Context: an optimization exercise on an open-source flow, tuned for small area, a short achievable clock period and few clock cycles per item. The choices shown serve that exercise and are no tape-out recipe. In this exercise RTL edits were held to simulation tests only and were not proved equivalent to the original. The flow treats the clock pin as an ideal source, which a real chip does not have. Power figures rest on the tool's default switching activity, not on a simulated workload.

==> flow/design.v <==
module lz78_enc (
    input  wire        clk,
    input  wire        rst,
    input  wire        in_valid,
    output wire        in_ready,
    input  wire [7:0]  in_sym,
    input  wire        in_last,
    output wire        out_valid,
    input  wire        out_ready,
    output wire [1:0]  out_type,
    output wire [15:0] out_code,
    output wire [7:0]  out_sym
);
    localparam T_PAIR = 2'd0;
    localparam T_SENT = 2'd1;
    localparam T_END  = 2'd2;
    localparam T_ERR  = 2'd3;
    localparam QN = 3;           
    reg        in_rdy;           
    reg        v_r;              
    reg  [7:0] s_r;
    reg        l_r;
    reg  [7:0] cur;              
    reg  [7:0] cur_1, cur_2, cur_3;
    reg  [7:0] s_1, s_2, s_3;
    reg  [8:0] dsz;              
    reg [15:0] wsel_h;           
    reg [15:0] wsel_l;           
    reg [15:0] vth_h;            
    reg [15:0] vth_l;            
    reg        miss_r;           
    reg  [7:0] p_par;            
    reg  [7:0] p_sym;
    reg        p_z;              
    reg [15:0] idx;              
    reg        drain;            
    reg  [1:0] q_t [0:QN-1];
    reg  [7:0] q_a [0:QN-1];
    reg  [7:0] q_b [0:QN-1];
    reg        q_e [0:QN-1];     
    reg  [1:0] q_wp, q_rp;
    reg  [2:0] q_n;              
    reg        ov;
    reg  [1:0] ot;
    reg [15:0] oc;
    reg  [7:0] os;
    reg        oe;               
    reg  [8:0] end_d;            
    reg        end_p;            
    wire stall = q_n[2] || (l_r && end_p);
    wire adv   = v_r && !stall;          
    wire go    = adv && !drain;          
    wire full  = dsz[8] || (miss_r && wsel_h[15] && wsel_l[15]);
    assign in_ready = in_rdy;
    wire [255:0] match;
    assign match[0] = 1'b0;
    genvar k;
    generate
        for (k = 1; k < 256; k = k + 1) begin : ent
            localparam PW = (k > 128) ? 8 : (k > 64) ? 7 : (k > 32) ? 6 : (k > 16) ? 5 :
                            (k > 8) ? 4 : (k > 4) ? 3 : (k > 2) ? 2 : (k > 1) ? 1 : 0;
            reg [7:0] sym;
            wire vld = vth_h[k >> 4] || (wsel_h[k >> 4] && vth_l[k & 15]);
            wire we  = miss_r && wsel_h[k >> 4] && wsel_l[k & 15];
            wire [7:0] cc = (k < 64) ? cur : (k < 128) ? cur_1 : (k < 192) ? cur_2 : cur_3;
            wire [7:0] sc = (k < 64) ? s_r : (k < 128) ? s_1   : (k < 192) ? s_2   : s_3;
            wire pmatch;
            if (PW == 0) begin : p0
                assign pmatch = (cc == 8'd0);
            end else if (PW == 8) begin : p8
                reg [7:0] par;
                always @(posedge clk)
                    if (we) par <= p_par;
                assign pmatch = (par == cc);
            end else begin : pn
                reg [PW-1:0] par;
                always @(posedge clk)
                    if (we) par <= p_par[PW-1:0];
                assign pmatch = (par == cc[PW-1:0]) && (cc[7:PW] == 0);
            end
            always @(posedge clk)
                if (we) sym <= p_sym;
            assign match[k] = vld && pmatch && (sym == sc);
        end
    endgenerate
    wire bp = miss_r && p_z && (p_sym == s_r);
    reg [7:0] j;
    integer m;
    always @(*) begin
        j = bp ? dsz[7:0] : 8'd0;
        for (m = 1; m < 256; m = m + 1)
            j = j | (match[m] ? m[7:0] : 8'd0);
    end
    wire hit = bp || (|match);
    reg  [1:0] r_t;
    reg  [7:0] r_a, r_b;
    reg        r_e;
    always @(*) begin
        if (hit) begin
            r_t = T_SENT; r_a = j;        r_b = 8'd0;      r_e = 1'b1;
        end else if (full) begin
            r_t = T_ERR;  r_a = idx[7:0]; r_b = idx[15:8]; r_e = 1'b0;
        end else begin
            r_t = T_PAIR; r_a = cur;      r_b = s_r;       r_e = l_r;
        end
    end
    wire push = go && (!hit || l_r);
    wire grow = !hit && !full;           
    wire [8:0] dsz_p1 = dsz + 9'd1;
    wire [8:0] dsz_p2 = dsz + 9'd2;
    wire [8:0] d_now  = miss_r ? dsz_p1 : dsz;       
    wire [8:0] d_nx1  = miss_r ? dsz_p2 : dsz_p1;    
    wire [15:0] wsel_l_p1 = {wsel_l[14:0], wsel_l[15]};
    wire [15:0] wsel_h_p1 = wsel_l[15] ? {wsel_h[14:0], 1'b0} : wsel_h;
    wire [15:0] vth_l_p1  = wsel_l[15] ? 16'd0 : {vth_l[14:0], 1'b1};
    wire [15:0] vth_h_p1  = wsel_l[15] ? {vth_h[14:0], 1'b1} : vth_h;
    wire o_ld    = !ov || out_ready;
    wire o_end   = ov && oe;             
    wire pop     = o_ld && !o_end && q_n[0];
    wire [2:0] q_n_p1 = {q_n[1:0], 1'b1};
    wire [2:0] q_n_m1 = {1'b0, q_n[2:1]};
    wire [2:0] q_n_psh = pop ? q_n : q_n_p1;
    wire [2:0] q_n_nop = pop ? q_n_m1 : q_n;
    wire [1:0] q_wp_p1 = (q_wp == QN - 1) ? 2'd0 : q_wp + 2'd1;
    wire v_nx     = (in_valid && in_rdy) || (v_r && stall);
    wire l_nx     = in_rdy ? in_last : l_r;
    wire qfull_nx = (go && !pop) ? q_n[1] : (go || !pop) && q_n[2];
    wire endp_nx  = end_p || (go && l_r);
    wire msg_end = adv && l_r;
    always @(posedge clk) begin
        if (go) begin
            q_t[q_wp] <= r_t;
            q_a[q_wp] <= r_a;
            q_b[q_wp] <= r_b;
            q_e[q_wp] <= r_e;
        end
    end
    always @(posedge clk) begin
        p_par <= cur;
        p_sym <= s_r;
        p_z   <= (cur == 8'd0);
        if (go) begin
            cur_1 <= l_r ? 8'd0 : j;
            cur_2 <= j;
        end
        if (in_rdy && in_valid)
            s_2 <= in_sym;
    end
    always @(posedge clk) begin
        if (rst) begin
            in_rdy <= 1'b0;
            v_r    <= 1'b0;
            cur    <= 8'd0;
            cur_3  <= 8'd0;
            s_1    <= 8'd0;
            s_3    <= 8'd0;
            dsz    <= 9'd1;
            wsel_h <= 16'd1;
            wsel_l <= 16'd2;
            vth_h  <= 16'd0;
            vth_l  <= 16'd1;
            miss_r <= 1'b0;
            idx    <= 16'd0;
            drain  <= 1'b0;
            q_wp   <= 2'd0;
            q_rp   <= 2'd0;
            q_n    <= 3'd0;
            ov     <= 1'b0;
            oe     <= 1'b0;
            end_p  <= 1'b0;
        end else begin
            v_r    <= v_nx;
            in_rdy <= !v_nx || !(qfull_nx || (l_nx && endp_nx));
            if (in_rdy)
                s_1 <= in_sym;
            if (in_rdy && in_valid)
                s_3 <= in_sym;
            miss_r <= go && grow && !l_r;
            if (go) begin
                cur   <= l_r ? 8'd0 : j;
                cur_3 <= j;
                idx   <= l_r ? 16'd0 : idx + 16'd1;
                drain <= !hit && full && !l_r;
            end else if (msg_end) begin
                idx   <= 16'd0;
                drain <= 1'b0;
            end
            if (msg_end) begin
                dsz    <= 9'd1;
                wsel_h <= 16'd1;
                wsel_l <= 16'd2;
                vth_h  <= 16'd0;
                vth_l  <= 16'd1;
            end else if (miss_r) begin
                dsz    <= dsz_p1;
                wsel_h <= wsel_h_p1;
                wsel_l <= wsel_l_p1;
                vth_h  <= vth_h_p1;
                vth_l  <= vth_l_p1;
            end
            q_wp <= push ? q_wp_p1 : q_wp;
            if (pop)
                q_rp <= (q_rp == QN - 1) ? 2'd0 : q_rp + 2'd1;
            q_n <= push ? q_n_psh : q_n_nop;
            if (go && l_r && (hit || !full))
                end_p <= 1'b1;
            else if (o_ld && o_end)
                end_p <= 1'b0;
            if (o_ld) begin
                ov <= o_end || q_n[0];
                oe <= !o_end && q_e[q_rp];
            end
        end
    end
    always @(posedge clk) begin
        if (in_rdy) begin
            s_r <= in_sym;
            l_r <= in_last;
        end
        if (go && l_r)
            end_d <= grow ? d_nx1 : d_now;
        if (o_ld) begin
            if (o_end) begin
                ot <= T_END;
                oc <= {7'd0, end_d};
                os <= 8'd0;
            end else begin
                ot <= q_t[q_rp];
                oc <= (q_t[q_rp] == T_ERR) ? {q_b[q_rp], q_a[q_rp]} : {8'd0, q_a[q_rp]};
                os <= (q_t[q_rp] == T_PAIR) ? q_b[q_rp] : 8'd0;
            end
        end
    end
    assign out_valid = ov;
    assign out_type  = ot;
    assign out_code  = oc;
    assign out_sym   = os;
endmodule
==> flow/flow/run.sh <==
#!/bin/bash
# Layout flow: the standard ORFS flow, run stage by stage, with
#  - port buffers of a regular buffer cell (buf_4) instead of the default pick,
#  - timing repair aimed below the clock period only from CTS on (the
#    floorplan-stage sizing, before any net is buffered, gets no margin).
# Each stage's full output goes to its own log in this folder.
set -euo pipefail
source flow/vars.sh
bash standard.sh synth > log_1_synth.txt 2>&1
bash standard.sh floorplan > log_2_floorplan.txt 2>&1
bash standard.sh "BUFFER_PORTS_ARGS=-buffer_cell sky130_fd_sc_hd__buf_4" place > log_3_place.txt 2>&1
bash standard.sh "${LATE_VARS[@]}" cts > log_4_cts.txt 2>&1
bash standard.sh "${LATE_VARS[@]}" route > log_5_route.txt 2>&1
bash standard.sh "${LATE_VARS[@]}" finish > log_6_finish.txt 2>&1
==> flow/flow/vars.sh <==
# make variables for the stages from CTS on
LATE_VARS=(SETUP_SLACK_MARGIN=4.7 TNS_END_PERCENT=20 SKIP_BUFFER_REMOVAL=1)
==> flow/standard.sh <==
#!/bin/bash
# synth_recipe.tcl (not shown) runs the flow's synth.tcl, then flattens the netlist and writes it again
# the make line also repeats each setting of config.mk as NAME=value (left out here)
make -C /OpenROAD-flow-scripts/flow DESIGN_CONFIG=/design/flow/config.mk WORK_HOME=/design/flow/orfs CLKGATE_MAP_FILE= SYNTH_SCRIPT=/design/flow/synth_recipe.tcl "${@:-finish}"
==> flow/config.mk <==
export PLATFORM = sky130hd
export DESIGN_NAME = lz78_enc
export DESIGN_NICKNAME = lz78_enc
export VERILOG_FILES = /design/flow/design.v
export SDC_FILE = /design/flow/constraint.sdc
export NUM_CORES = 4
export LEC_CHECK = 0
export CAP_MARGIN = 30
export CORE_MARGIN = 2
export CORE_UTILIZATION = 55
export SLEW_MARGIN = 40
==> flow/constraint.sdc <==
create_clock -name core_clock -period 8.0 [get_ports {clk}]
set_input_delay 1.6000 -clock core_clock [delete_from_list [all_inputs] [get_ports {clk}]]
set_output_delay 1.6000 -clock core_clock [all_outputs]
set_load 0.01 [all_outputs]
==> results_dict.tcl, run 1 <==
set metrics [dict create \
    worstSetupEndpointType "flip-flop" \
    dp_hpwl_um 350000 \
    drtPass1Iterations 8 \
    clk_pin_slew_worst_paths_ps 60 \
    crit_top_cell "buf_6" \
    path_buf_inv 5 \
    syn_nets 11600 \
    cap_violations 0 \
    irDropWorstVdd_uv 213.5 \
    netlist_area_mm2 0.1773 \
    netlist_instances 11580 \
    final-hold-violation-count 0 \
    overflow 0 \
    relSlewSlack_pct 32.16 \
    drtIter0Drc 18180 \
    crit_chain "buf_4 -> bufbuf_16 -> xor2_1 -> nor4_1 -> nand3_1 -> o22ai_1 -> nor4_2 -> nand4_1 -> nor4_4 -> nand4_4 -> buf_12 -> nor3_4 -> buf_6 -> buf_6 -> mux2i_2 -> a211oi_2" \
    yosysSeqAreaShare_pct 68.62 \
    coreArea_mm2 0.3209 \
    cts_tree "done" \
    fin_ws_ps 3872 \
    drive_gt1_share_pct 16.71 \
    crit_slowest_cell "bufbuf_16" \
    grtUsageTotal_pct 40.63 \
    cts-buffers-inserted 430 \
    clkSinkCount 4104 \
    fillCellCount 22820 \
    synth_area_leaders "edfxtp_1 (67%), xor2_1 (15%), xnor2_1 (4.0%), nor4_1 (2.7%), dfxtp_1 (1.7%)" \
    fin_worst_skew_ps 58.22 \
    postRouteAntennaNets 0 \
    layout.nets 12440 \
    clockBufferDepth 4 \
    finalCritPeriodShare_pct 51.59 \
    timing.hold.ws_ps 432.2 \
    die_w_um 571.8 \
    yosysTopAreaCell "edfxtp_1" \
    report.final.slew_viol_count 0 \
    cts.htree.levels 5 \
    max_clock_freq_ghz 0.2423 \
    antenna_found_initial 62 \
    die_area_mm2 0.3270 \
    place_ws_ps 2001 \
    syn2layout_area_growth_pct 17.58 \
    drc 0 \
    synthFlopType "edfxtp_1" \
    synth_warnings 1 \
    initial_utilization_pct 55.27 \
    critical_path_required_ps 8710 \
    synthTopCellsByCount "edfxtp_1 (3,949), xor2_1 (3,042), xnor2_1 (803), nor4_1 (763), a21oi_1 (359)" \
    dpl_cell_area_mm2 0.1835 \
    arrival_ps 4840 \
    final_cells 17200 \
    yosys_register_bits 4104 \
    crit_type "flip-flop to flip-flop" \
    yosysMostFrequentCell "edfxtp_1" \
    clk_latency_ps 1010 \
    detail_route.vias_per_cell 6.529 \
    wl_per_cell_um 39.06 \
    max_stage_delay_ps 420 \
    cts-root-buf "clkbuf_16" \
    cp-start-kind "flip-flop" \
    worst_pin_slew_ps 1018 \
    io_buffers 40 \
    wl_um 671600 \
    rows 208 \
    numPlacedInstances 15720 \
    crit_family "simple AND/OR/NAND/NOR gates" \
    rsz0062_at_grt "true" \
    yosysUniqueCellTypes 81 \
    grt_pass1_vias 104300 \
    synth-edff-count 3949 \
    ys_async_sr_fraction_pct 0 \
    vias 112300 \
    status "no timing/DRC/antenna violations" \
    hp-class "flip-flop to flip-flop" \
    cp_max_fo 16 \
    final-setup-viol-count 0 \
    finalSetupTns_ps 0 \
    routabilityCongestion 0.9507 \
    grt_first_pass_wirelength_um 899600 \
    power.density_mw_per_mm2 216.7 \
    min_period_ps 4128 \
    final_cell_area_mm2 0.2085 \
    fp.dieH_um 571.8 \
    leakagePower_uw 0.07503 \
    io_pins 41 \
    synth_top_cell_area_share_pct 66.87 \
    synth.avg_cell_area_um2 15.31 \
    grt_max_degree 110 \
]
[layer usage]
metal | vias up | global-route usage (%) | routed length [um]
met4 | 12 | 22.42 | 41560
met3 | 1702 | 9.333 | 85320
met2 | 8332 | 60.92 | 299500
met1 | 58010 | 55.09 | 245100
met5 | - | 0.01470 | 78
li1 | 44220 | - | -
[registers in the layout (all words and copies together) (netlist names), 9 cells and up, named ones only]
name / cells
ent.sym: 2040
ent.genblk1.p8.par: 1016
ent.genblk1.pn.par: 769
q_a: 24
q_b: 24
idx: 16
oc: 16
vth_h: 16
vth_l: 16
wsel_h: 16
wsel_l: 16
dsz: 9
end_d: 9
[path summary, 6_finish.rpt]
| check | startpoint | end | slack (ps) | depth (start not counted) |
|---|---|---|---|---|
| max | cur_1[5] | end_d[2] | 3870 | 16 |
| min | cur[7] | p_par[7] | 430 | 0 |
| max reg2reg | cur_1[5] | end_d[2] | 3870 | 16 |
| min reg2reg | cur[7] | p_par[7] | 430 | 0 |
[area by class of cell]
class                      instances  area, um^2  area share, %
antenna                           92       230.2         0.1104
clock buffer                     569       11740          5.628
clock inverter                   236        2012         0.9648
inverter                          30       118.9        0.05700
multi-input combinational       6798       53680          25.74
sequential                      4104      122000          58.49
tap                             4305        5386          2.583
timing repair buffer            1062       13400          6.428
[worst reg2reg max path: stages (launching register included)]
cell	delay [ps]
edfxtp_1	390
buf_4	210
bufbuf_16	430
xor2_1	200
nor4_1	80
nand3_1	210
o22ai_1	180
nor4_2	400
nand4_1	250
nor4_4	350
nand4_4	200
buf_12	190
nor3_4	150
buf_6	150
buf_6	120
mux2i_2	220
a211oi_2	100
[cell usage in the layout (no fill, tap or decap), types with 67 or more instances in the layout]
master | Yosys | layout
a21oi_1 | 359 | 348
and3_1 | 255 | 245
buf_12 | 9 | 185
buf_16 | 0 | 89
buf_4 | 207 | 599
buf_6 | 170 | 131
clkbuf_1 | 202 | 106
clkbuf_16 | 0 | 443
clkinv_1 | 2 | 107
clkinv_2 | 0 | 74
dfxtp_1 | 155 | 70
dfxtp_4 | 0 | 67
diode_2 | 0 | 92
edfxtp_1 | 3949 | 3949
nand2_1 | 216 | 208
nand3_1 | 170 | 155
nand4_1 | 293 | 293
nor2_1 | 348 | 315
nor4_1 | 763 | 656
xnor2_1 | 803 | 802
xor2_1 | 3042 | 3018
[cell families after synthesis]
logic type                 Yosys count  synth area share [%]
DFF                               4104                 68.62
xor gates and xnor gates          3845                 18.99
and+or+nand+nor                   2338                 7.398
buffers and inverters              678                 2.846
AOI/OAI and AO/OA                  544                 1.745
muxes                               66                0.3732
adders and majority gates            5               0.03246
[what timing repair did]
action,4_1_cts,5_1_grt
pin swaps,156,60
resized for setup,608,171
hold buffers,0,0
endpoints found under the hold margin,0,0
cloned,68,2
buffers inserted,435,74
endpoints found under the setup margin,626,645
[where the power goes]
group | switching (uW) | internal [uW] | leakage (uW) | total [uW]
clock | 8500 | 11300 | 0.00672 | 19800
combinational | 1300 | 618 | 0.0304 | 1920
sequential | 64.8 | 23400 | 0.0379 | 23500
[metrics by stage]
step / util, % / total power (uW)
finish: 64.99 / 45180
global route: 64.92 / 46060
CTS: 64.42 / 45140
detailed placement: 57.20 / 25420
global placement: 56.86 / 25390
floorplan: - / 24850
Testbench counts, summed over its fixed seeds: cycles 22,950, items 22,920.
==> run 2, diff against run 1 <==
--- a/flow/config.mk
+++ b/flow/config.mk
@@ -9,3 +9,3 @@
 export CORE_MARGIN = 2
-export CORE_UTILIZATION = 55
+export CORE_UTILIZATION = 45
 export SLEW_MARGIN = 40
==> run 2 against run 1 <==
Net effect: sequential share of layout area fell by 0.33 points; worst setup slack got worse by 110 ps; sequential power barely moved; wire length rose by 0.19%; critical path depth did not move; core utilization fell by 12 points; critical path type unchanged; largest power group unchanged.
==> results_dict.tcl, run 2 <==
set metrics [dict create \
    status "no timing/DRC/antenna violations" \
    layout.nets 12400 \
    yosys_register_bits 4104 \
    fp.dieH_um 631.8 \
    max_clock_freq_ghz 0.2358 \
    yosysTopAreaCell "edfxtp_1" \
    power.density_mw_per_mm2 218.5 \
    cts.htree.levels 5 \
    relSlewSlack_pct 31.92 \
    wl_met1_um 249700 \
    synth_top_cell_area_share_pct 66.87 \
    final_cell_mix "edfxtp_1 (3,949), xor2_1 (3,019), xnor2_1 (802)" \
    synth_area_leaders "edfxtp_1 (67%), xor2_1 (15%), xnor2_1 (4.0%), nor4_1 (2.7%), dfxtp_1 (1.7%)" \
    routed-wl-met2_um 297700 \
    clk_latency_ps 1060 \
    crit_chain "buf_12 -> buf_12 -> buf_16 -> xor2_2 -> nor4_2 -> nand4_1 -> buf_6 -> o22ai_4 -> or3_4 -> or4_4 -> or3_4 -> nor3_4 -> nand4_1 -> or2_4 -> nor3b_1 -> o21ba_1" \
    wl_per_cell_um 37.26 \
    synth.avg_cell_area_um2 15.31 \
    synth_warnings 1 \
    finalCritPeriodShare_pct 53.00 \
    syn_nets 11600 \
    critical_path_required_ps 8930 \
    drtIter0Drc 18380 \
    leakagePower_uw 0.07502 \
    routabilityCongestion 0.9805 \
    cp_max_fo 7 \
    synth_xor_area_share_pct 18.99 \
    hp-class "flip-flop to flip-flop" \
    clk_pin_slew_worst_paths_ps 60 \
    overflow 0 \
    detail_route.vias_per_cell 6.180 \
    numPlacedInstances 16610 \
    irDropWorstVdd_uv 196.8 \
    drc 0 \
    wl_um 672900 \
    final_common_cell "edfxtp_1" \
    arrival_ps 5170 \
    final-setup-viol-count 0 \
    rows 230 \
    final-hold-violation-count 0 \
    dp_hpwl_um 352600 \
    synth.area.mux_share_pct 0.3732 \
    synthFlopType "edfxtp_1" \
    synthTopCellsByCount "edfxtp_1 (3,949), xor2_1 (3,042), xnor2_1 (803), nor4_1 (763), a21oi_1 (359)" \
    crit_type "flip-flop to flip-flop" \
    rsz0062_at_grt "true" \
    largest_registers "ent.sym x2040, ent.genblk1.p8.par x1016, ent.genblk1.pn.par x769" \
    grt_max_degree 106 \
    wl_met3_um 85670 \
    regMostFlops "ent.sym" \
    report.final.slew_viol_count 0 \
    io_buffers 40 \
    clkSinkCount 4104 \
    grt_pass1_vias 105100 \
    crit_slowest_cell "or3_4" \
    vias 111600 \
    worst_pin_slew_ps 1021 \
    clockBufferDepth 4 \
    path_buf_inv 4 \
    finalSetupTns_ps 0 \
    cap_violations 0 \
    synth_compound_area_share_pct 1.745 \
    ys_async_sr_fraction_pct 0 \
    drtPass1Iterations 8 \
    synth_fa_ha_area_share_pct 0.03245 \
    antenna_found_initial 74 \
    cts-root-buf "clkbuf_16" \
    ctsHoldBuffers 0 \
    die_area_mm2 0.3991 \
    yosysUniqueCellTypes 81 \
    netlist_instances 11580 \
    die_w_um 631.8 \
    yosys.area_share.simple_pct 7.398 \
    min_period_ps 4240 \
    drive_gt1_share_pct 16.72 \
    postRouteAntennaNets 0 \
    cts-buffers-inserted 437 \
    crit_family "simple AND/OR/NAND/NOR gates" \
    cp-start-kind "flip-flop" \
    cts_tree "done" \
    fin_worst_skew_ps 49.13 \
    initial_utilization_pct 45.18 \
    io_pins 41 \
    worstSetupEndpointType "flip-flop" \
    grt_first_pass_wirelength_um 902200 \
    synth-edff-count 3949 \
    fillCellCount 31500 \
    yosysSeqAreaShare_pct 68.62 \
    netlist_area_mm2 0.1773 \
    final_cells 18060 \
    syn2layout_area_growth_pct 18.24 \
    grtUsageTotal_pct 32.90 \
    route.top_layer_used "met5" \
    largest_reg_flops 2040 \
    max_stage_delay_ps 500 \
    synth_top_family_by_area "XOR/XNOR gates" \
    coreArea_mm2 0.3925 \
    yosysMostFrequentCell "edfxtp_1" \
]
run 2: stage by stage:
stage,setup slack [ps],hold slack (ps),area [um^2],power [uW],util [%]
final,3760,434.7,209700,45810,53.42
after global routing,3759,455.4,209600,46720,53.39
after CTS,4008,429.8,208600,45780,53.14
after detailed placement,1973,414.9,184800,25450,47.08
after global placement,1169,393.6,183400,25420,46.73
after floorplan,2276,325.8,177300,24850,-
run 2: kinds of logic (layout without fill, tap and decap cells):
kind of cell               Yosys count  count (layout)
AOI/OAI and AO/OA                  544             544
xor gates and xnor gates          3845            3845
adders and majority gates            5               5
buffers and inverters              678            1858
DFF                               4104            4104
muxes                               66              66
other                                0              75
and+or+nand+nor                   2338            2341
run 2: what timing repair did:
item                                    4_1_cts  5_1_grt
endpoints found under the setup margin     2131      154
gates cloned                                 58        8
pin swaps                                   152       30
resized for setup                           672       69
setup buffers                               447       40
run 2: layout make-up:
class | count | area (um^2) | share of cell area, %
diodes | 75 | 187.7 | 0.08950
clock buffers | 562 | 11800 | 5.629
clock inverters | 255 | 2450 | 1.168
inverters | 30 | 116.4 | 0.05549
multi-input cells | 6801 | 54070 | 25.79
flip-flops and latches | 4104 | 121900 | 58.16
well taps | 5220 | 6531 | 3.115
repair buffers | 1011 | 12580 | 5.999
run 2: metal layers:
layer	vias up	global-route usage, %
met1	57620	44.02
li1	44140	-
met3	1671	8.384
met5	-	0
met4	16	16.76
met2	8157	49.74
run 2: final timing paths:
| check | cells after the start | startpoint | slack [ps] | end |
|---|---|---|---|---|
| max | 16 | cur_2[5] | 3760 | cur[3] |
| min | 0 | cur[6] | 430 | p_par[6] |
| max reg2reg | 16 | cur_2[5] | 3760 | cur[3] |
| min reg2reg | 0 | cur[6] | 430 | p_par[6] |
run 2: power by group:
part           switching [uW]  leakage [uW]  internal (uW)
Combinational            1330        0.0301            629
Clock                    8730       0.00699          11700
Sequential               62.9        0.0379          23400
Total                   10100        0.0750          35700
==> run 3, diff against run 2 <==
--- a/flow/design.v
+++ b/flow/design.v
@@ -48,2 +48,3 @@
     reg  [8:0] end_d;            
+    reg        end_i;            
     reg        end_p;            
@@ -109,5 +110,3 @@
     wire [8:0] dsz_p1 = dsz + 9'd1;
-    wire [8:0] dsz_p2 = dsz + 9'd2;
     wire [8:0] d_now  = miss_r ? dsz_p1 : dsz;       
-    wire [8:0] d_nx1  = miss_r ? dsz_p2 : dsz_p1;    
     wire [15:0] wsel_l_p1 = {wsel_l[14:0], wsel_l[15]};
@@ -116,2 +115,3 @@
     wire [15:0] vth_h_p1  = wsel_l[15] ? {vth_h[14:0], 1'b1} : vth_h;
+    wire [8:0] end_d_p1 = end_d + 9'd1;
     wire o_ld    = !ov || out_ready;
@@ -219,4 +219,6 @@
         end
-        if (go && l_r)
-            end_d <= grow ? d_nx1 : d_now;
+        if (go && l_r) begin
+            end_d <= d_now;
+            end_i <= grow;
+        end
         if (o_ld) begin
@@ -224,3 +226,3 @@
                 ot <= T_END;
-                oc <= {7'd0, end_d};
+                oc <= {7'd0, end_i ? end_d_p1 : end_d};
                 os <= 8'd0;
--- a/flow/config.mk
+++ b/flow/config.mk
@@ -9,3 +9,3 @@
 export CORE_MARGIN = 2
-export CORE_UTILIZATION = 45
+export CORE_UTILIZATION = 55
 export SLEW_MARGIN = 40
==> run 3 against run 2 <==
Net effect: total power down 1.2%; combinational power up 3%; sequential power about the same; count of clock-buffer cells in the layout down 20; cell count down 5.7%; largest power group unchanged; clock power down 3%; die area down 18%; flip-flop and latch count up 1.
==> results_dict.tcl, run 3 <==
set metrics [dict create \
    status "no timing/DRC/antenna violations" \
    clockBufferDepth 4 \
    regMostFlops "ent.sym" \
    min_period_ps 4260 \
    grt_pass1_vias 102300 \
    worst_pin_slew_ps 958.0 \
    worstSetupEndpointType "flip-flop" \
    routabilityCongestion 0.9221 \
    cts-root-buf "clkbuf_16" \
    fp.dieH_um 571.7 \
    report.final.slew_viol_count 0 \
    grtUsageMet2_pct 59.45 \
    die_area_mm2 0.3268 \
    synthTopCellsByCount "edfxtp_1 (3,950), xor2_1 (2,819), xnor2_1 (1,028), nor4_1 (756), a21oi_1 (348)" \
    final-hold-violation-count 0 \
    crit_type "flip-flop to flip-flop" \
    coreArea_mm2 0.3209 \
    grt_max_degree 106 \
    yosys.area_share.simple_pct 7.402 \
    clk_pin_slew_worst_paths_ps 60 \
    cap_violations 0 \
    synth_fa_ha_area_share_pct 0.02118 \
    hold_path.startpoint "cur[6]" \
    arrival_ps 5190 \
    synth_area_leaders "edfxtp_1 (67%), xor2_1 (14%), xnor2_1 (5.1%), nor4_1 (2.7%), dfxtp_1 (1.8%)" \
    final_cell_mix "edfxtp_1 (3,950), xor2_1 (2,788), xnor2_1 (1,026)" \
    dp_hpwl_um 338300 \
    die_w_um 571.7 \
    drtIter0Drc 18730 \
    postRouteAntennaNets 0 \
    yosysMostFrequentCell "edfxtp_1" \
    grt_util_met3_pct 10.56 \
    wl_um 673200 \
    drive_gt1_share_pct 15.69 \
    synth.area.mux_share_pct 0.3388 \
    yosysSeqAreaShare_pct 68.67 \
    cp_max_fo 10 \
    met1_usage_pct 54.57 \
    top_usage_layer "met2" \
    hp-class "flip-flop to flip-flop" \
    netlist_instances 11530 \
    drtPass1Iterations 6 \
    fillCellCount 22930 \
    finalSetupTns_ps 0 \
    drc 0 \
    r2r-start "s_2[0]" \
    yosys_register_bits 4105 \
    final_cells 17030 \
    antenna_found_initial 75 \
    critical_path_required_ps 8930 \
    grt_first_pass_wirelength_um 887100 \
    ys_async_sr_fraction_pct 0 \
    synth-edff-count 3950 \
    synth_warnings 1 \
    numPlacedInstances 15620 \
    syn2layout_area_growth_pct 16.49 \
    power.density_mw_per_mm2 219.3 \
    overflow 0 \
    synth.avg_cell_area_um2 15.37 \
    layout.nets 12270 \
    yosysTopAreaCell "edfxtp_1" \
    largest_reg_flops 2040 \
    initial_utilization_pct 55.23 \
    wl_per_cell_um 39.52 \
    relSlewSlack_pct 36.13 \
    io_pins 41 \
    cts-buffers-inserted 427 \
    synthFlopType "edfxtp_1" \
    final-setup-viol-count 0 \
    syn_nets 11540 \
    io_buffers 40 \
    final_common_cell "edfxtp_1" \
    max_clock_freq_ghz 0.2347 \
    rrSetupSlack_ps 3740 \
    synth_top_cell_area_share_pct 66.92 \
    clkSinkCount 4105 \
    irDropWorstVdd_uv 188.0 \
    rsz0062_at_grt "true" \
    grtUsageTotal_pct 40.21 \
    cts_tree "done" \
    fin_worst_skew_ps 39.96 \
    clk_latency_ps 1000 \
    cp-start-kind "flip-flop" \
    rows 208 \
    synth_top_family_by_area "XOR/XNOR gates" \
    vias 111200 \
    netlist_area_mm2 0.1772 \
    synth_compound_area_share_pct 1.643 \
    leakagePower_uw 0.07241 \
    largest_registers "ent.sym x2040, ent.genblk1.p8.par x1016, ent.genblk1.pn.par x769" \
    finalCritPeriodShare_pct 53.25 \
    yosysUniqueCellTypes 76 \
    synth_xor_area_share_pct 19.03 \
    detail_route.vias_per_cell 6.526 \
    cts.htree.levels 5 \
    startpoint "s_2[0]" \
]
[run 3: repair_timing]
action,CTS,global route
resized for setup,301,225
pin swaps,66,94
buffers inserted,285,141
setup endpoints to repair,216,218
hold buffers,0,0
cloned,59,23
[run 3: final timing paths]
path | to | cells after the start
setup / recovery | q_wp[1] | 13
hold / removal | p_par[6] | 0
setup reg to reg | q_wp[1] | 13
hold reg to reg | p_par[6] | 0
[run 3: report_power, final]
part / internal [uW] / switching [uW]
Sequential: 23400 / 70.6
Combinational: 635 / 1360
Clock: 11300 / 8470
Total: 35400 / 9900
[run 3: cell type report]
type	count	area, um^2	share of cell area, %
antenna	109	272.8	0.1321
tap	4305	5386	2.609
sequential	4105	122000	59.08
clock buffer	542	11500	5.570
timing repair buffer	943	11860	5.746
clock inverter	249	2188	1.060
multi-input combinational	6745	53140	25.74
inverter	35	131.4	0.06363
[run 3: logic make-up (layout without fill, tap and decap cells)]
group                      after synthesis  in the layout
muxes                                   59             59
adders and majority gates                3              3
xor gates and xnor gates              3849           3849
AOI/OAI and AO/OA                      512            512
and+or+nand+nor                       2321           2322
other                                    0            109
buffers and inverters                  679           1769
DFF                                   4105           4105
[run 3: metrics by stage]
stage          power [uW]  util (%)  setup WS, ps  hold WS, ps  cell area [um^2]
4_1_cts             45150     63.30          4014        458.4            203100
6_report            45270     64.34          3740        433.2            206500
3_3_place_gp        25450     56.70          1367        446.6            181900
5_1_grt             46140     64.27          3797        433.7            206200
3_5_place_dp        25470     57.10          2746        450.0            183200
2_1_floorplan       24900         -          2149        331.9            177200
[run 3: routing by layer]
metal  up-vias  part of all wire [%]
met4        50                   6.1
met1     57050                    37
met2      8507                    44
met3      1733                    13
met5         -                 0.063
li1      43820                     -
[run 3: worst max-delay path: stages, from the launching register on]
cell	delay, ps
edfxtp_1	500
buf_8	250
xor2_1	210
nor4_1	90
nand4_1	200
o32ai_4	180
and4bb_1	290
nand4_1	530
or4_4	740
nor4_4	290
buf_6	160
a21oi_4	70
or4b_4	530
a21oi_2	130
Testbench counts of run 3, summed over its fixed seeds: cycles 22,950, items 22,920.
==> run 4, diff against run 3 <==
--- a/flow/config.mk
+++ b/flow/config.mk
@@ -10,2 +10,4 @@
 export CORE_UTILIZATION = 55
+export CTS_CLUSTER_DIAMETER = 60
+export CTS_CLUSTER_SIZE = 30
 export SLEW_MARGIN = 40
==> run 4 against run 3 <==
Net effect: clock power decreased by 17%; via count is 1.0% lower; first-iteration DRC count grew 2.1%; synthesized cell count unchanged; critical path depth increased by 1; core utilization down 1.3 points; largest power group unchanged; critical path type unchanged; die area unchanged; still clean.
==> results_dict.tcl, run 4 <==
set metrics [dict create \
    synth.avg_cell_area_um2 15.37 \
    dp_hpwl_um 338300 \
    fp.dieH_um 571.7 \
    vias 110000 \
    syn_nets 11540 \
    ys_async_sr_fraction_pct 0 \
    worstRegToRegCells 14 \
    place_ws_ps 2746 \
    rsz0062_at_grt "true" \
    detail_route.vias_per_cell 6.577 \
    yosysUniqueCellTypes 76 \
    wl_per_cell_um 39.99 \
    crit_type "flip-flop to flip-flop" \
    numPlacedInstances 15620 \
    netlist_area_mm2 0.1772 \
    relSlewSlack_pct 23.35 \
    rrSetupSlack_ps 3710 \
    power.density_mw_per_mm2 207.2 \
    arrival_ps 5170 \
    yosysSeqAreaShare_pct 68.67 \
    report.final.slew_viol_count 0 \
    antenna_found_initial 73 \
    cap_violations 0 \
    io_buffers 40 \
    hp-class "flip-flop to flip-flop" \
    hold_end "p_par[7]" \
    syn2layout_area_growth_pct 14.14 \
    leakagePower_uw 0.07039 \
    final_common_cell "edfxtp_1" \
    synth_top_cell_area_share_pct 66.92 \
    cts.htree.levels 5 \
    largest_reg_flops 2040 \
    cts_tree "done" \
    netlist_instances 11530 \
    final_cell_mix "edfxtp_1 (3,950), xor2_1 (2,801), xnor2_1 (1,027)" \
    max_clock_freq_ghz 0.2331 \
    synthFlopType "edfxtp_1" \
    synthTopCellsByCount "edfxtp_1 (3,950), xor2_1 (2,819), xnor2_1 (1,028), nor4_1 (756), a21oi_1 (348)" \
    cts-root-buf "clkbuf_16" \
    cp-start-kind "flip-flop" \
    fin_ws_ps 3710 \
    final-setup-viol-count 0 \
    cts-buffers-inserted 298 \
    hold_path.startpoint "cur[7]" \
    yosysTopAreaCell "edfxtp_1" \
    finalCritPeriodShare_pct 53.63 \
    holdPathStages 0 \
    yosysMostFrequentCell "edfxtp_1" \
    final-hold-violation-count 0 \
    clk_latency_ps 960 \
    io_pins 41 \
    drtPass1Iterations 6 \
    clk_pin_slew_worst_paths_ps 80 \
    grt_first_pass_wirelength_um 880300 \
    initial_utilization_pct 55.23 \
    cp_max_fo 6 \
    die_area_mm2 0.3268 \
    r2r_end "q_wp[1]" \
    ctsHoldBuffers 0 \
    worstSetupEndpointType "flip-flop" \
    largest_registers "ent.sym x2040, ent.genblk1.p8.par x1016, ent.genblk1.pn.par x769" \
    die_w_um 571.7 \
    drive_gt1_share_pct 14.79 \
    wl_um 668900 \
    fin_worst_skew_ps 46.59 \
    synth-edff-count 3950 \
    synth_warnings 1 \
    postRouteAntennaNets 0 \
    layout.nets 12120 \
    regMostFlops "ent.sym" \
    routabilityCongestion 0.9221 \
    grt_max_degree 106 \
    rows 208 \
    yosys_register_bits 4105 \
    grt_pass1_vias 101000 \
    irDropWorstVdd_uv 190.5 \
    final_cells 16730 \
    coreArea_mm2 0.3209 \
    critical_path_required_ps 8880 \
    min_period_ps 4290 \
    drtIter0Drc 19120 \
    status "no timing/DRC/antenna violations" \
    clkSinkCount 4105 \
    fillCellCount 23210 \
    r2r-start "s_2[6]" \
    grtUsageTotal_pct 39.93 \
    synth_area_leaders "edfxtp_1 (67%), xor2_1 (14%), xnor2_1 (5.1%), nor4_1 (2.7%), dfxtp_1 (1.8%)" \
    overflow 0 \
    worst_pin_slew_ps 1150 \
    finalSetupTns_ps 0 \
    drc 0 \
    clockBufferDepth 4 \
]
-- run 4: cell counts after synthesis --
No cell type changed its count.
-- run 4: worst max-delay path, cell delays in order, from the launching register on --
cell and delay, ps:
edfxtp_1 420, buf_4 190, buf_4 160, xor2_2 200
nor4_1 90, nand4_1 200, o32ai_4 200, and4bb_1 290
nand4_1 500, or4_4 720, nor4_4 310, buf_6 180
a21oi_4 70, or4b_4 540, a21oi_2 140
-- run 4: where the power goes --
group          total (uW)  leakage, uW  switching [uW]  internal (uW)
combinational        1980       0.0280            1360            618
clock               16500      0.00502            8250           8270
sequential          23400       0.0374            70.3          23400
-- run 4: through the flow --
step / hold slack, ps / power, uW / cell area (um^2) / util (%)
floorplan: 331.9 / 24900 / 177200 / -
global placement: 446.6 / 25450 / 181900 / 56.70
detailed placement: 450.0 / 25470 / 183200 / 57.10
CTS: 458.7 / 41830 / 199600 / 62.22
global route: 465.1 / 42730 / 202100 / 63.00
finish: 469.3 / 41930 / 202300 / 63.05
-- run 4: worst max-delay path by stage --
stage                  start        end  slack (ps)
global route        cur_2[1]    q_wp[1]        3780
finish                s_2[6]    q_wp[1]        3710
detailed placement    s_1[3]     q_e[1]        2750
CTS                   s_r[7]    q_wp[1]        4010
floorplan           p_sym[4]  q_a[0][3]        2150
global placement    cur_1[3]  q_a[0][0]        1370
-- run 4: logic make-up (layout without fill, tap and decap cells) --
| family | Yosys count | in the layout | share of synthesized area, % |
|---|---|---|---|
| buffers and inverters | 679 | 1497 | 2.893 |
| xor gates and xnor gates | 3849 | 3849 | 19.03 |
| and+or+nand+nor | 2321 | 2322 | 7.402 |
| other | 0 | 74 | 0 |
| AOI/OAI and AO/OA | 512 | 512 | 1.643 |
| adders and majority gates | 3 | 3 | 0.02118 |
| DFF | 4105 | 4105 | 68.67 |
| muxes | 59 | 59 | 0.3389 |
-- run 4: metal layers --
layer	GRT usage (%)	up-vias	wire length [um]
met5	0	-	230
met4	19.48	30	39340
met3	10.29	1544	89130
met2	59.84	8221	294600
met1	54.44	56830	245700
li1	-	43380	-
-- run 4: timing repair --
| item | 4_1_cts | 5_1_grt |
|---|---|---|
| resized for setup | 304 | 175 |
| cloned | 53 | 20 |
| buffers inserted | 277 | 131 |
| setup endpoints to repair | 208 | 219 |
| pin swaps | 59 | 43 |
-- run 4: cell type report --
type / count / area, um^2 / area share, %
antenna: 74 / 185.2 / 0.09153
timing repair buffer: 916 / 11350 / 5.612
multi-input combinational: 6745 / 52870 / 26.14
sequential: 4105 / 122000 / 60.30
clock buffer: 330 / 7853 / 3.882
clock inverter: 216 / 2536 / 1.254
tap: 4305 / 5386 / 2.663
inverter: 35 / 131.4 / 0.06494

## afterwards: timing with drivers on the ports
The flow's constraints put no driver on any port. The routed layouts listed below were extracted and timed again, unchanged, in two steps.
Step 1 assumes that a clkbuf_16 drives the clock port and a buf_2 every other input.
Step 2 moves the port delays by t, midway between the first and last clock arrival at a register: inputs arrive t later, outputs are due t later. That takes back most of the time a late clock gives input paths.
Slacks: ideal ports / drivers / drivers and shift; pairs: ideal ports / drivers.
| run | t (ns) | setup WS [ns] | worst setup path at the end | latest minus earliest clock arrival (ns) | worst register clock-pin slew, ns |
|---|---|---|---|---|---|
| run 1 | 1.107 | 3.872 / 3.872 / 3.729 | input to register | 0.063 / 0.062 | 0.07 / 0.07 |
| run 2 | 1.139 | 3.760 / 3.760 / 3.760 | register to register | 0.053 / 0.053 | 0.07 / 0.07 |
| run 3 | 1.096 | 3.740 / 3.740 / 3.740 | register to register | 0.040 / 0.040 | 0.07 / 0.07 |
| run 4 | 1.052 | 3.710 / 3.710 / 3.710 | register to register | 0.057 / 0.058 | 0.10 / 0.10 |
After both steps setup and hold are still met in every run listed. For run 1, which loses most, drivers alone change the setup slack by 0.000 ns; drivers and shift together by -0.143 ns.
